From an optimization exercise on the open Yosys and OpenROAD flow, aimed at small area, a short achievable clock period and few clock cycles per item; shortcuts taken in it are not production practice. Where RTL was checked, it was by simulation tests only, not by an equivalence proof against the original. Power figures rest on the tool's default switching activity, not on a simulated workload.

job 5062:
// simpledes_core
module simpledes_core (
    input  wire        clk,
    input  wire        rst,         
    input  wire [23:0] cmd,
    input  wire        cmd_valid,
    output wire        cmd_ready,
    output wire [11:0] dout,
    output wire [7:0]  status
);
    localparam [2:0] E_NONE    = 3'd0;
    localparam [2:0] E_ILLEGAL = 3'd1;
    localparam [2:0] E_RANGE   = 3'd2;
    localparam [2:0] E_NOKEY   = 3'd3;
    localparam [2:0] E_LOCKED  = 3'd4;
    function [7:0] expand;
        input [5:0] x;
        expand = {x[5], x[4], x[2], x[3], x[2], x[3], x[1], x[0]};
    endfunction
    localparam [15:0] S1B0 = 16'he155, S1B1 = 16'hac5a, S1B2 = 16'h6669;
    localparam [15:0] S2B0 = 16'h4b78, S2B1 = 16'h3ad4, S2B2 = 16'h991d;
    function [2:0] sbox1;
        input [3:0] a;
        sbox1 = {S1B2[a], S1B1[a], S1B0[a]};
    endfunction
    function [2:0] sbox2;
        input [3:0] a;
        sbox2 = {S2B2[a], S2B1[a], S2B0[a]};
    endfunction
    function [5:0] round_f;
        input [5:0] r;
        input [7:0] rk;
        reg   [7:0] x;
        begin
            x       = expand(r) ^ rk;
            round_f = {sbox1(x[7:4]), sbox2(x[3:0])};
        end
    endfunction
    function [5:0] sboxes;
        input [7:0] x;
        sboxes = {sbox1(x[7:4]), sbox2(x[3:0])};
    endfunction
    function [5:0] unexpand;
        input [7:0] x;
        input [7:0] k;
        unexpand = {x[7] ^ k[7], x[6] ^ k[6], x[4] ^ k[4], x[5] ^ k[5], x[1] ^ k[1], x[0] ^ k[0]};
    endfunction
    reg  [8:0]  key;
    reg         kv;
    reg         dv;
    reg  [2:0]  err;
    reg  [5:0]  hl;
    reg  [7:0]  hx;
    reg  [8:0]  rot;
    reg  [4:0]  cur;
    reg         busy;
    wire        down = !cur[4];          
    wire [3:0]  op   = cmd[23:20];
    wire [3:0]  sr   = cmd[19:16];
    wire [3:0]  er   = cmd[15:12];
    wire [11:0] data = cmd[11:0];
    wire fields_zero = (sr == 4'd0) && (er == 4'd0);
    wire is_ldkey = (op == 4'h1) && fields_zero;
    wire is_enc   = (op == 4'h2) && fields_zero;
    wire is_dec   = (op == 4'h3) && fields_zero;
    wire is_proc  = (op == 4'h4);
    wire illegal  = !(is_ldkey || is_enc || is_dec || is_proc);
    reg [2:0] fault;
    always @(*) begin
        if (illegal)
  ...
Size in the first run: roughly 410 cells after synthesis, roughly 48 I/O pins, roughly 4000 sq um of cells after synthesis.
clock: 4.5 ns
lec_check: 0
cap_margin: 20
core_margin: 2
core_utilization: 40
setup_slack_margin: 2.0
slew_margin: 20
standard.sh (not shown) runs the stock make flow with config.mk's settings and CLKGATE_MAP_FILE= SYNTH_SCRIPT=/design/flow/synth_recipe.tcl, a recipe that flattens the netlist after the stock synthesis.
==> flow/flow/run.sh <==
#!/bin/bash
# Standard layout, with the port buffers made of a regular buffer cell instead of the
# delay cell buffer_ports picks by default.
set -euo pipefail
bash standard.sh "BUFFER_PORTS_ARGS=-buffer_cell sky130_fd_sc_hd__buf_2" finish > run_standard.log 2>&1
Per the final summary, job 5062 finished and its layout is clean on timing, DRC and antenna.
Testbench counts of job 5062, summed over its fixed seeds: cycles 3,073, items 1,600.
diff inputs: job 5062 => job 9912
- swapping 2.0 for 1.5 in SETUP_SLACK_MARGIN
[summary]
- Job 9912 reports a lower number of vias after detailed routing than job 5062 does.
- Job 9912 packs its core looser than job 5062.
- Summary of job 9912 over job 5062: routed wire length on met2 shows a reduction of about 20%, power consumption shows a reduction of about 11%, routability congestion estimate from global placement shows an increase of about 3.2%, detailed placer's ending HPWL shows a reduction of 95 um.
- Post-detailed-route via-to-cell ratio: job 5062 vs job 9912 — no meaningful difference
- Comparing number of global-route vias before repair for job 9912 and job 5062, the bigger number came from job 5062.
diff inputs: job 9912 => job 9121
- clearing SETUP_SLACK_MARGIN, which used to be 1.5
==> notes.md <==
- [compare] base=job 9912 new=job 9121: global-route usage went down; register-to-register path setup slack -80 ps; via count of the first global-routing pass saw a decrease.
- As far as combined flip-flop and latch cell area goes, job 9912 and job 9121 are indistinguishable; the numbers are identical.


simpledes_core, a different RTL version from the one above (not shown whole).
For scale: ~43 flip-flops, about 48 I/O pins.
export LEC_CHECK = 0
export CAP_MARGIN = 20
export CORE_MARGIN = 2
export CORE_UTILIZATION = 40
export SETUP_SLACK_MARGIN = 1.5
export SLEW_MARGIN = 20
create_clock -name core_clock -period 4.5 [get_ports {clk}]
==> flow/flow/run.sh <==
#!/bin/bash
# Standard layout, with the port buffers made of a regular buffer cell instead of the
# delay cell buffer_ports picks by default.
set -euo pipefail
bash standard.sh "BUFFER_PORTS_ARGS=-buffer_cell sky130_fd_sc_hd__buf_1" finish > run_standard.log 2>&1
Testbench counts at the start, summed over its fixed seeds: cycles 3,073, items 1,600.
Edit:
Settings changed: SETUP_SLACK_MARGIN 1.5 to 1.65.
Effect: Synthesized area does not change; sequential share of layout area went down by 0.36 points; worst setup slack is better by 0.14 ns; total power went up by 0.49%.


== exp/nickel ==
simpledes_core, a different RTL version from the one above (not shown whole).
For scale: ~390 cells after synthesis, roughly 43 flip-flops, roughly 3700 um2 of cells after synthesis.
clock: 4.5 ns
lec_check: 0
cap_margin: 20
core_margin: 2
core_utilization: 40
setup_slack_margin: 1.8
slew_margin: 20
Scripts as last shown in full above: flow/flow/run.sh
diff inputs: exp/nickel => exp/delta
Settings: SETUP_SLACK_MARGIN: 1.8 -> 2.1.
--- outcome ---
exp/nickel has lower power than exp/delta. From exp/nickel to exp/delta the numbers moved as follows: power per cell area moved down; minimum setup slack in the final design moved up. When exp/delta is set beside exp/nickel, its routed wire length turns out to be about 1.5% larger. exp/delta: PASS, flow complete, no timing, DRC or antenna violations. Estimated wirelength of the detail-placed design of exp/nickel is on par with exp/delta.
No run of this note included a check of the RTL's function; only the layout flow was run.


simpledes_core, a different RTL version from the one above (not shown whole).
Size: about 340 cells after synthesis, ~41 flip-flops, about 48 I/O pins, about 3200 um^2 of cells after synthesis.
// simpledes_core
module simpledes_core (
    input  wire        clk,
    input  wire        rst,         
    input  wire [23:0] cmd,
    input  wire        cmd_valid,
    output wire        cmd_ready,
    output wire [11:0] dout,
    output wire [7:0]  status
);
Settings: LEC_CHECK=0, CAP_MARGIN=20, CORE_MARGIN=2, CORE_UTILIZATION=40, SETUP_SLACK_MARGIN=1.6, SLEW_MARGIN=20; clock period 4.5 ns.
Scripts as last shown in full above: flow/flow/run.sh
The baseline ran to the end with no violations.
Testbench counts at the start, summed over its fixed seeds: cycles 3,073, items 1,600.
Next try:
SETUP_SLACK_MARGIN = 1.5   (was 1.6)
The changed run finished with timing, DRC and antenna clean.
Via count drops by 0.88%.
Register-to-register slack loses 0.03 ns.
Final area shrinks by 2.4%.
Worst setup slack gets worse by 0.070 ns.
Routed wire length goes down by 0.35%.
Combinational power stays flat.
Power hardly moves.
Worst hold slack barely changes.
Non-clock buffer count came out lower by 8.
Cell count fell by 1.6%.


The RTL this note starts from:
==> flow/design.v <==
module simpledes_core (
    input  wire        clk,
    input  wire        rst,         
    input  wire [23:0] cmd,
    input  wire        cmd_valid,
    output wire        cmd_ready,
    output wire [11:0] dout,
    output wire [7:0]  status
);
    localparam [2:0] E_NONE    = 3'd0;
    localparam [2:0] E_ILLEGAL = 3'd1;
    localparam [2:0] E_RANGE   = 3'd2;
    localparam [2:0] E_NOKEY   = 3'd3;
    localparam [2:0] E_LOCKED  = 3'd4;
    function [7:0] expand;
        input [5:0] x;
        expand = {x[5], x[4], x[2], x[3], x[2], x[3], x[1], x[0]};
    endfunction
    function [2:0] sbox1;
        input [3:0] a;
        reg   [3:0] q0, q1, q2;
        begin
            q0 = {a[0] | a[1], ~(a[0] | a[1]), ~a[0], ~a[0]};
            q1 = {a[0], a[1], ~a[0], a[0]};
            q2 = {a[0] ^ a[1], a[0] ^ a[1], a[0] ^ a[1], ~(a[0] ^ a[1])};
            sbox1 = {q2[a[3:2]], q1[a[3:2]], q0[a[3:2]]};
        end
    endfunction
    function [2:0] sbox2;
        input [3:0] a;
        reg   [3:0] q0, q1, q2;
        begin
            q0 = {a[1] & ~a[0], a[0] | ~a[1], ~(a[0] & a[1]), a[0] & a[1]};
            q1 = {~a[1], a[0], a[1] | ~a[0], a[1] & ~a[0]};
            q2 = {~(a[0] ^ a[1]), ~(a[0] ^ a[1]), ~(a[0] | a[1]), a[1] | ~a[0]};
            sbox2 = {q2[a[3:2]], q1[a[3:2]], q0[a[3:2]]};
        end
    endfunction
    function [5:0] round_f;
        input [5:0] r;
        input [7:0] rk;
        reg   [7:0] x;
        begin
            x       = expand(r) ^ rk;
            round_f = {sbox1(x[7:4]), sbox2(x[3:0])};
        end
    endfunction
    function [5:0] sboxes;
        input [7:0] x;
        sboxes = {sbox1(x[7:4]), sbox2(x[3:0])};
    endfunction
    function [5:0] unexpand;
        input [7:0] x;
        input [7:0] k;
        unexpand = {x[7] ^ k[7], x[6] ^ k[6], x[4] ^ k[4], x[5] ^ k[5], x[1] ^ k[1], x[0] ^ k[0]};
    endfunction
    reg  [8:0]  key;
    reg         kv;
    reg         dv;
    reg  [2:0]  err;
    reg  [5:0]  hl, hr;
    reg  [8:0]  rot;
    reg  [4:0]  cur;
    reg         busy;
    wire        down = !cur[4];          
    wire [3:0]  op   = cmd[23:20];
    wire [3:0]  sr   = cmd[19:16];
    wire [3:0]  er   = cmd[15:12];
    wire [11:0] data = cmd[11:0];
    wire fields_zero = (sr == 4'd0) && (er == 4'd0);
    wire is_ldkey = (op == 4'h1) && fields_zero;
    wire is_enc   = (op == 4'h2) && fields_zero;
    wire is_dec   = (op == 4'h3) && fields_zero;
    wire is_proc  = (op == 4'h4);
    wire illegal  = !(is_ldkey || is_enc || is_dec || is_proc);
    reg [2:0] fault;
    always @(*) begin
        if (illegal)
            fault = E_ILLEGAL;
        else if (is_ldkey)
            fault = (data[11:9] != 3'd0) ? E_RANGE : (kv ? E_LOCKED : E_NONE);
        else if (is_proc && (sr == 4'd0 || er == 4'd0))
            fault = E_RANGE;
        else if (!kv)
            fault = E_NOKEY;
        else
            fault = E_NONE;
    end
    wire issue = cmd_valid && !busy;
    wire [8:0] rot_n  = down ? {rot[0], rot[8:1]} : {rot[7:0], rot[8]};
    wire [8:0] rot_nn = down ? {rot[1:0], rot[8:2]} : {rot[6:0], rot[8:7]};
    wire [5:0] st_r   = hl ^ sboxes(expand(hr) ^ rot[8:1]);      
    wire [7:0] in_k  = busy ? rot_n[8:1] : op[0] ? key[7:0] : key[8:1];
    wire [5:0] in_rr = busy ? st_r : data[5:0];
    wire [5:0] in_ll = busy ? hr : data[11:6];
    wire [5:0] in_r  = in_ll ^ sboxes(expand(in_rr) ^ in_k);
    wire       one   = (cur == 5'd1) || (cur == 5'h1f);          
    wire       two   = busy && !one;
    wire       sgl   = busy && one;
    wire [3:0] idx = {sr[3], sr[2], sr[1] | (op[1] & ~op[0]), sr[0] | (op[1] & op[0])};
    wire [8:0] b0  = {key[0], key[8:1]};
    wire [8:0] b1  = idx[0] ? {b0[7:0], b0[8]}   : b0;
    wire [8:0] b2  = idx[1] ? {b1[6:0], b1[8:7]} : b1;
    wire [8:0] b3  = idx[2] ? {b2[4:0], b2[8:5]} : b2;
    wire [8:0] b4  = idx[3] ? {b3[0], b3[8:1]}   : b3;
    wire go_c = issue && (err == E_NONE) && (fault == E_NONE) && !is_ldkey;
    always @(posedge clk) begin
        if (rst) begin
            busy <= 1'b0;
            kv   <= 1'b0;
            dv   <= 1'b0;
            err  <= E_NONE;
        end else if (busy) begin
            if (one || cur == 5'd2 || cur == 5'h1e) busy <= 1'b0;
        end else if (issue && err == E_NONE) begin
            if (fault != E_NONE) begin
                err <= fault;
            end else if (is_ldkey) begin
                key <= data[8:0];
                kv  <= 1'b1;
            end else begin
                dv <= 1'b1;
                if (!op[1]) busy <= (sr != er);       
            end
        end
    end
    wire       ld   = !busy && go_c;
    wire       hold = !busy && !go_c;
    wire [5:0] ld_l = op[1] ? data[5:0] : data[11:6];
    wire [5:0] ld_r = op[1] ? in_r : data[5:0];
    always @(posedge clk) begin
        hl  <= ({6{two}} & st_r)   | ({6{sgl}} & hr)    | ({6{ld}} & ld_l) | ({6{hold}} & hl);
        hr  <= ({6{two}} & in_r)   | ({6{sgl}} & st_r)  | ({6{ld}} & ld_r) | ({6{hold}} & hr);
        rot <= ({9{two}} & rot_nn) | ({9{sgl}} & rot_n) | ({9{ld}} & b4)   | ({9{hold}} & rot);
    end
    always @(posedge clk)
        cur <= (busy ? cur : {1'b0, sr}) + (busy ? {{3{down}}, 2'b10} : ~{1'b0, er} + 5'd1);
    assign cmd_ready = !busy;
    assign dout      = {st_r, hr};
    assign status    = {3'b000, err, dv, kv};
endmodule
clock: 4.5 ns
lec_check: 0
cap_margin: 20
core_margin: 2
core_utilization: 40
setup_slack_margin: 0.8
slew_margin: 20
Scripts as last shown in full above: flow/flow/run.sh
The baseline ran to the end with no violations.
Testbench counts at the start, summed over its fixed seeds: cycles 2,417, items 1,600.
Rerun with:
Settings changed: SETUP_SLACK_MARGIN 0.8 to 1.3.
Effect: Power rises by about 1.8%. Synthesized cell count is unchanged. Register-to-register slack gets better by 0.04 ns. Routed wire length falls by about 2%. Die area stays the same.
Rerun with:
Settings changed: CAP_MARGIN 20 to 0, SLEW_MARGIN 20 to 0.
=> The new run ran to the end with no violations; synthesized area stays the same; power does not change; clock-buffer cell count stays the same; routed wire length stays the same; core utilization is unchanged; die area stays the same; sequential share of layout area stays the same; worst hold slack is unchanged; critical path depth is unchanged.
Rerun with:
Settings changed: CAP_MARGIN 0 to 20, SETUP_SLACK_MARGIN 1.3 to 1.1, SLEW_MARGIN 0 to 20.
Effect: The new run completed without violations. Final area shrinks by 0.70%. Area after synthesis is unchanged. Core utilization shrinks by 0.32 points. Non-clock buffer count stays the same. Setup slack loses 0.11 ns. Fmax shrinks by 3.4%. Routed wire length stays flat.

[static timing again, ports no longer ideal]
In the flow no input, the clock included, has a driving cell. The finished layouts below were timed again as built, in two steps. Step 1 (the two cells are an assumption about what drives the block):
set clk [get_ports {clk}]
set_driving_cell -lib_cell sky130_fd_sc_hd__clkbuf_16 $clk
set_driving_cell -lib_cell sky130_fd_sc_hd__buf_2 [delete_from_list [all_inputs] $clk]
Step 2 adds t to the input delays and takes it off the output delays; t is the mean of the earliest and latest rising clock arrival at the registers after step 1. Input paths then give back, and output paths get back, about the clock's delay inside the block. Three values: ideal, step 1, step 2; two values: the first two.
| run | t, ns | setup slack, ns | hold slack, ns | worst setup path after step 2 | latest minus earliest clock arrival (ns) |
|---|---|---|---|---|---|
| job 5062 | 0.345 | 1.632 / 1.624 / 1.279 | 0.464 / 0.464 / 0.464 | input to register | 0.019 / 0.019 |
| job 9912 | 0.339 | 1.588 / 1.588 / 1.249 | 0.475 / 0.475 / 0.475 | input to register | 0.004 / 0.004 |
| job 9121 | 0.332 | 1.160 / 1.171 / 0.839 | 0.451 / 0.451 / 0.451 | input to register | 0.003 / 0.003 |
| the first run of note 2 | 0.341 | 1.629 / 1.596 / 1.362 | 0.504 / 0.504 / 0.504 | input to register | 0.014 / 0.014 |
| the second run of note 2 | 0.341 | 1.773 / 1.740 / 1.442 | 0.500 / 0.500 / 0.500 | input to register | 0.014 / 0.014 |
| exp/nickel | 0.331 | 1.603 / 1.590 / 1.259 | 0.498 / 0.498 / 0.498 | input to register | 0.009 / 0.009 |
| exp/delta | 0.332 | 1.680 / 1.663 / 1.331 | 0.505 / 0.505 / 0.505 | input to register | 0.007 / 0.007 |
| the first run of note 4 | 0.328 | 1.669 / 1.639 / 1.429 | 0.493 / 0.493 / 0.493 | input to register | 0.011 / 0.011 |
| the second run of note 4 | 0.324 | 1.599 / 1.570 / 1.312 | 0.492 / 0.492 / 0.492 | input to register | 0.008 / 0.008 |
| the first run of note 5 | 0.331 | 1.194 / 1.199 / 0.869 | 0.498 / 0.498 / 0.498 | input to register | 0.011 / 0.011 |
| the second run of note 5 | 0.340 | 1.413 / 1.398 / 1.085 | 0.497 / 0.497 / 0.497 | input to register | 0.015 / 0.014 |
| the third run of note 5 | 0.340 | 1.413 / 1.398 / 1.085 | 0.497 / 0.497 / 0.497 | input to register | 0.015 / 0.014 |
| the fourth run of note 5 | 0.340 | 1.304 / 1.272 / 0.982 | 0.495 / 0.495 / 0.495 | input to register | 0.015 / 0.016 |
After both steps every run listed still meets setup and hold. The setup slack of job 5062, which loses most, moves by -0.008 ns with the drivers and by -0.353 ns with both steps.
